What follows belongs to an exercise in optimizing a design on an open flow for small area; a production flow would make more cautious choices. The clock port is modelled as an ideal driver; clocking choices that lean on that would not hold on a real chip. Power is estimated from default activity; no workload was simulated.

==> module irdata_core, before the edit <==
module irdata_core (
    input  wire        clk,
    input  wire        rst,           
    input  wire        cmd_valid,
    input  wire [79:0] cmd_word,
    output reg         busy,
    input  wire [7:0]  cap_len,
    output wire [7:0]  cap_addr,
    input  wire [15:0] cap_data,
    output wire        em_valid,
    output wire        em_mark,       
    output reg  [15:0] em_dur,        
    input  wire        em_ready,
    output wire [2:0]  res_status,
    output wire        res_kind,
    output wire [2:0]  res_ctype,
    output reg  [6:0]  res_bits,
    output reg  [63:0] res_value,
    output wire [7:0]  res_proto
);
    reg        mode;          
    reg        flag;
    wire       hdr   = flag;
    wire       mflag = flag;
    reg [7:0]  pos;
    reg [63:0] tx;            
    reg [2:0]  st;
    wire m9000 = (cap_data >= 16'd6750) && (cap_data <= 16'd11250);
    wire m4500 = (cap_data >= 16'd3375) && (cap_data <= 16'd5625);
    wire m560  = (cap_data >= 16'd420)  && (cap_data <= 16'd700);
    wire m1690 = (cap_data >= 16'd1268) && (cap_data <= 16'd2112);
    function automatic lt8;
        input [7:0] a;
        input [7:0] b;
        integer i;
        reg r;
        begin
            r = 1'b0;
            for (i = 0; i < 8; i = i + 1)
                r = (!a[i] && b[i]) || (!(a[i] && !b[i]) && r);
            lt8 = r;
        end
    endfunction
    assign cap_addr  = pos;
    assign res_kind   = (st == 3'd6);
    assign res_status = res_kind ? 3'd1 : st;
    assign res_ctype  = res_kind ? res_value[2:0] : 3'd0;
    wire   st_ok      = (res_status == 3'd1);
    assign res_proto = {1'b0, st_ok, 2'b00, st_ok, 2'b00, st_ok};
    wire   s_end    = &pos[7:1];
    wire   s_nop    = !hdr && !pos[7] && !pos[6];
    wire [5:0]  tx_j  = ~pos[6:1];                  
    wire [63:0] tx_r  = {tx[62:0], tx[63]};         
    wire   tx_bit   = tx_r[tx_j];
    assign em_valid = busy && !mode && !s_nop;
    assign em_mark  = !pos[0];
    always @(*) begin
        if (hdr)
            em_dur = pos[0] ? 16'd4500 : 16'd9000;
        else
            em_dur = !pos[0] ? 16'd560 :
                     s_end   ? 16'd0   :
                     tx_bit  ? 16'd1690 : 16'd560;
    end
    wire hs = em_valid && em_ready;
    wire [1:0] cmd_op    = cmd_word[1:0];
    wire [2:0] cmd_ctype = cmd_word[4:2];
    wire [7:0] cmd_count = cmd_word[15:8];
    wire ctype_ok  = (cmd_ctype >= 3'd1) && (cmd_ctype <= 3'd4);
    wire cmd_ok    = cmd_op[1] || (cmd_op[0] && ctype_ok);
    wire op_dec    = cmd_op[1] && cmd_op[0];
    wire count_big = cmd_count[7] || (cmd_count[6] && (cmd_count[5:0] != 6'd0));
    wire start_dec = cmd_valid && op_dec;       
    wire [6:0] snd_n = cmd_op[1] ? cmd_count[6:0] : 7'd8;
    wire [7:0] pos_ld = (op_dec || (cmd_op[1] && count_big)) ? 8'd0 : {~snd_n, 1'b0};
    wire d_hdr    = (pos[7:2] == 6'd0);
    wire d_hspace = d_hdr && pos[1] && pos[0];              
    wire d_first  = (pos[7:3] == 5'd0) && pos[2] && !pos[1] && pos[0];   
    wire in_range = lt8({pos[7:1], 1'b0}, cap_len);
    wire d_bit    = mflag && m1690;
    wire d_mark   = !d_hdr && !pos[0];
    wire d_space  = !d_hdr && pos[0];
    wire d_stop   = d_mark && (res_kind ? (pos[4] && pos[2])
                                        : ((pos[7] && pos[2]) || !in_range));
    wire short_c  = cap_len < 8'd6;
    wire hdr_bad  = !(mflag && m4500);
    wire [7:0] cb = res_value[7:0];
    wire pfx_bad  = cb[7:3] != 5'b10100;
    wire typ_bad  = !((cb[2:0] >= 3'd1) && (cb[2:0] <= 3'd4));
    wire d_fail   = (d_hspace && (short_c || hdr_bad)) ||
                    (d_stop && res_kind && (pfx_bad || typ_bad));
    wire [2:0] fail_code = d_hspace ? (short_c ? 3'd2 : 3'd3)
                                    : (pfx_bad ? 3'd4 : 3'd5);
    wire dec      = busy && mode;
    wire v_clr   = rst || (!busy && start_dec) || (dec && d_fail);
    wire v_sh    = !rst && dec && d_space;
    wire v_hold  = !v_clr && !v_sh;
    wire [63:0] v_next = ({64{v_sh}} & {res_value[62:0], d_bit}) |
                         ({64{v_hold}} & res_value);
    always @(posedge clk) res_value <= v_next;
    wire b_inc  = !rst && dec && d_space;
    wire b_hold = !rst && !(dec && (d_space || d_fail)) && !(!busy && start_dec);
    wire [6:0] b_next = ({7{b_inc}} & (res_bits + 7'd1)) | ({7{b_hold}} & res_bits);
    always @(posedge clk) res_bits <= b_next;
    wire [63:0] tx_in = {cmd_word[79:24],
                         cmd_op[1] ? cmd_word[23:16] : {5'b10100, cmd_ctype}};
    wire t_ld   = !busy && cmd_valid;
    wire [63:0] t_next = ({64{t_ld}} & tx_in) | ({64{busy}} & tx);
    always @(posedge clk) tx <= t_next;
    wire [7:0] pos_inc = {pos[7:1] + {6'd0, pos[0] && (mode || !hdr)}, !pos[0]};
    always @(posedge clk) begin
        if (!busy) begin
            mode <= op_dec;
            flag <= !op_dec && !(cmd_op[1] && count_big);
            pos  <= pos_ld;
        end else if (mode) begin
            pos  <= pos_inc;
            flag <= d_hdr ? m9000 : (m560 && in_range);
        end else if (hs) begin
            pos  <= pos_inc;
            if (pos[0]) flag <= 1'b0;
        end
        if (rst) begin
            busy <= 1'b0;
            st   <= 3'd0;
        end else if (!busy) begin
            if (cmd_valid && cmd_ok) busy <= 1'b1;
        end else if (mode) begin
            if (d_fail) begin
                busy <= 1'b0;
                st   <= fail_code;
            end else if (d_stop) begin
                busy <= 1'b0;
            end else if (d_first) begin
                st   <= d_bit ? 3'd6 : 3'd1;
            end
        end else begin
            if (s_nop || (hs && !hdr && s_end && pos[0])) busy <= 1'b0;
        end
    end
endmodule
export LEC_CHECK = 0
export CAP_MARGIN = 20
export CORE_MARGIN = 2
export CORE_UTILIZATION = 40
export SLEW_MARGIN = 20
create_clock -name core_clock -period 10.0 [get_ports {clk}]
standard.sh (not shown) runs the stock make flow with config.mk's settings and CLKGATE_MAP_FILE= SYNTH_SCRIPT=/design/flow/synth_recipe.tcl, a recipe that flattens the netlist after the stock synthesis.
==> flow/flow/run.sh <==
#!/bin/bash
# Layout with ORFS through the standard.sh: the standard synthesis, then
# the standard steps with
#  - buf_1 port buffers,
#  - combinational cells sized down to their smallest drive before the
#    post-placement repair (flow/downsize.tcl),
#  - a clock tree of a clkbuf_8 root and clkbuf_4 leaves without dummy loads,
#    where a leaf whose flip-flops would see a slow clock slew is upsized to
#    clkbuf_8 (flow/clkfix.tcl),
#  - the buffers that placement and CTS repair inserted sized down as far as
#    slew and capacitance limits allow (flow/bufdown.tcl).
# Each make step writes its own log under orfs/logs/; the make output goes to
# synth.log and layout.log here.
set -euo pipefail
here=$PWD
export PRE_RESIZE_TCL=$here/flow/downsize.tcl
export POST_CTS_TCL=$here/flow/postcts.tcl
export CLKFIX_LIMIT_PS=118
bash standard.sh synth > synth.log 2>&1
bash standard.sh \
  "BUFFER_PORTS_ARGS=-buffer_cell sky130_fd_sc_hd__buf_1" \
  "CTS_ARGS=-sink_clustering_enable -repair_clock_nets -dont_use_dummy_load -root_buf sky130_fd_sc_hd__clkbuf_8 -buf_list sky130_fd_sc_hd__clkbuf_4" \
  "PRE_RESIZE_TCL=$here/flow/downsize.tcl" \
  "POST_CTS_TCL=$here/flow/postcts.tcl" \
  finish > layout.log 2>&1
Other scripts of this flow, unchanged in this note and not shown: flow/flow/bufdown.tcl, flow/flow/clkfix.tcl, flow/flow/downsize.tcl, flow/flow/postcts.tcl
==> next run, changes <==
--- a/flow/design.v
+++ b/flow/design.v
@@ -10,22 +10,19 @@
     output wire        em_valid,
     output wire        em_mark,       
     output reg  [15:0] em_dur,        
     input  wire        em_ready,
-    output wire [2:0]  res_status,
-    output wire        res_kind,
+    output reg  [2:0]  res_status,
+    output reg         res_kind,
     output wire [2:0]  res_ctype,
     output reg  [6:0]  res_bits,
     output reg  [63:0] res_value,
     output wire [7:0]  res_proto
 );
     reg        mode;          
-    reg        flag;
-    wire       hdr   = flag;
-    wire       mflag = flag;
+    reg        hdr;           
     reg [7:0]  pos;
     reg [63:0] tx;            
-    reg [2:0]  st;
     wire m9000 = (cap_data >= 16'd6750) && (cap_data <= 16'd11250);
     wire m4500 = (cap_data >= 16'd3375) && (cap_data <= 16'd5625);
     wire m560  = (cap_data >= 16'd420)  && (cap_data <= 16'd700);
     wire m1690 = (cap_data >= 16'd1268) && (cap_data <= 16'd2112);
@@ -41,12 +38,10 @@
             lt8 = r;
         end
     endfunction
     assign cap_addr  = pos;
-    assign res_kind   = (st == 3'd6);
-    assign res_status = res_kind ? 3'd1 : st;
-    assign res_ctype  = res_kind ? res_value[2:0] : 3'd0;
-    wire   st_ok      = (res_status == 3'd1);
+    assign res_ctype = res_kind ? res_value[2:0] : 3'd0;
+    wire   st_ok     = (res_status == 3'd1);
     assign res_proto = {1'b0, st_ok, 2'b00, st_ok, 2'b00, st_ok};
     wire   s_end    = &pos[7:1];
     wire   s_nop    = !hdr && !pos[7] && !pos[6];
     wire [5:0]  tx_j  = ~pos[6:1];                  
@@ -76,28 +71,31 @@
     wire d_hdr    = (pos[7:2] == 6'd0);
     wire d_hspace = d_hdr && pos[1] && pos[0];              
     wire d_first  = (pos[7:3] == 5'd0) && pos[2] && !pos[1] && pos[0];   
     wire in_range = lt8({pos[7:1], 1'b0}, cap_len);
-    wire d_bit    = mflag && m1690;
+    wire d_bit    = res_value[0] && m1690;
+    wire d_mbit   = d_hdr ? m9000 : (m560 && in_range);
     wire d_mark   = !d_hdr && !pos[0];
     wire d_space  = !d_hdr && pos[0];
     wire d_stop   = d_mark && (res_kind ? (pos[4] && pos[2])
                                         : ((pos[7] && pos[2]) || !in_range));
     wire short_c  = cap_len < 8'd6;
-    wire hdr_bad  = !(mflag && m4500);
+    wire hdr_bad  = !(res_value[0] && m4500);
     wire [7:0] cb = res_value[7:0];
     wire pfx_bad  = cb[7:3] != 5'b10100;
     wire typ_bad  = !((cb[2:0] >= 3'd1) && (cb[2:0] <= 3'd4));
     wire d_fail   = (d_hspace && (short_c || hdr_bad)) ||
                     (d_stop && res_kind && (pfx_bad || typ_bad));
     wire [2:0] fail_code = d_hspace ? (short_c ? 3'd2 : 3'd3)
                                     : (pfx_bad ? 3'd4 : 3'd5);
     wire dec      = busy && mode;
-    wire v_clr   = rst || (!busy && start_dec) || (dec && d_fail);
-    wire v_sh    = !rst && dec && d_space;
+    wire d_hmark = d_hdr && pos[1] && !pos[0];              
+    wire v_clr   = rst || (!busy && start_dec) || (dec && (d_fail || d_hspace));
+    wire v_sh    = !rst && dec && ((d_mark && !d_stop) || d_hmark);
     wire v_hold  = !v_clr && !v_sh;
-    wire [63:0] v_next = ({64{v_sh}} & {res_value[62:0], d_bit}) |
-                         ({64{v_hold}} & res_value);
+    wire v_upd   = !rst && dec && d_space;
+    wire [63:0] v_next = ({64{v_sh}} & {res_value[62:0], d_mbit}) |
+                         ({{63{v_hold}}, v_hold && (!v_upd || m1690)} & res_value);
     always @(posedge clk) res_value <= v_next;
     wire b_inc  = !rst && dec && d_space;
     wire b_hold = !rst && !(dec && (d_space || d_fail)) && !(!busy && start_dec);
     wire [6:0] b_next = ({7{b_inc}} & (res_bits + 7'd1)) | ({7{b_hold}} & res_bits);
@@ -106,34 +104,35 @@
                          cmd_op[1] ? cmd_word[23:16] : {5'b10100, cmd_ctype}};
     wire t_ld   = !busy && cmd_valid;
     wire [63:0] t_next = ({64{t_ld}} & tx_in) | ({64{busy}} & tx);
     always @(posedge clk) tx <= t_next;
-    wire [7:0] pos_inc = {pos[7:1] + {6'd0, pos[0] && (mode || !hdr)}, !pos[0]};
+    wire pos_step = mode || hs;
+    wire [7:0] pos_inc = {pos[7:1] + {6'd0, pos[0] && !hdr}, !pos[0]};
     always @(posedge clk) begin
         if (!busy) begin
             mode <= op_dec;
-            flag <= !op_dec && !(cmd_op[1] && count_big);
+            hdr  <= !op_dec && !(cmd_op[1] && count_big);
             pos  <= pos_ld;
-        end else if (mode) begin
+        end else if (pos_step) begin
             pos  <= pos_inc;
-            flag <= d_hdr ? m9000 : (m560 && in_range);
-        end else if (hs) begin
-            pos  <= pos_inc;
-            if (pos[0]) flag <= 1'b0;
+            if (pos[0]) hdr <= 1'b0;
         end
         if (rst) begin
-            busy <= 1'b0;
-            st   <= 3'd0;
+            busy       <= 1'b0;
+            res_status <= 3'd0;
+            res_kind   <= 1'b0;
         end else if (!busy) begin
             if (cmd_valid && cmd_ok) busy <= 1'b1;
         end else if (mode) begin
             if (d_fail) begin
-                busy <= 1'b0;
-                st   <= fail_code;
+                busy       <= 1'b0;
+                res_status <= fail_code;
+                res_kind   <= 1'b0;
             end else if (d_stop) begin
-                busy <= 1'b0;
+                busy       <= 1'b0;
+                res_status <= 3'd1;
             end else if (d_first) begin
-                st   <= d_bit ? 3'd6 : 3'd1;
+                res_kind   <= d_bit;
             end
         end else begin
             if (s_nop || (hs && !hdr && s_end && pos[0])) busy <= 1'b0;
         end
What happened:
- The changed run completed without violations
- utilization went down by 0.96 points
- final cell count went up by about 0.9%
- non-clock buffer count went up by 1
- global-route usage went down by 0.18 points
- combinational power went down by about 7%
- hold slack degrades by 0.019 ns
- setup slack improves by 0.29 ns
- via count went up by 0.56%
- final area went up by 1.5%
- routed wire length went up by about 1.4%
No run of this note included a check of the RTL's function; only the layout flow was run.

[what the ideal ports hide]
In the flow no input, the clock included, has a driving cell. The finished layouts below were timed again as built, in two steps. Step 1 sets driving cells, clkbuf_16 on the clock port and buf_2 on the other inputs (assumed; they add their load-dependent delay and slew). Step 2, shift: input delay + t, output delay - t, t = (earliest + latest rising clock arrival at the registers) / 2. This alone moves slack from input paths to output paths. a / b / c = no drivers / after step 1 / after step 2; a / b = the first two.
run | shift t [ns] | slack for setup (ns) | latest minus earliest clock arrival (ns)
the first run | 0.441 | 4.258 / 4.223 / 4.664 | 0.028 / 0.028
the second run | 0.450 | 4.548 / 4.511 / 4.837 | 0.037 / 0.036
After both steps setup and hold are still met in every run listed.
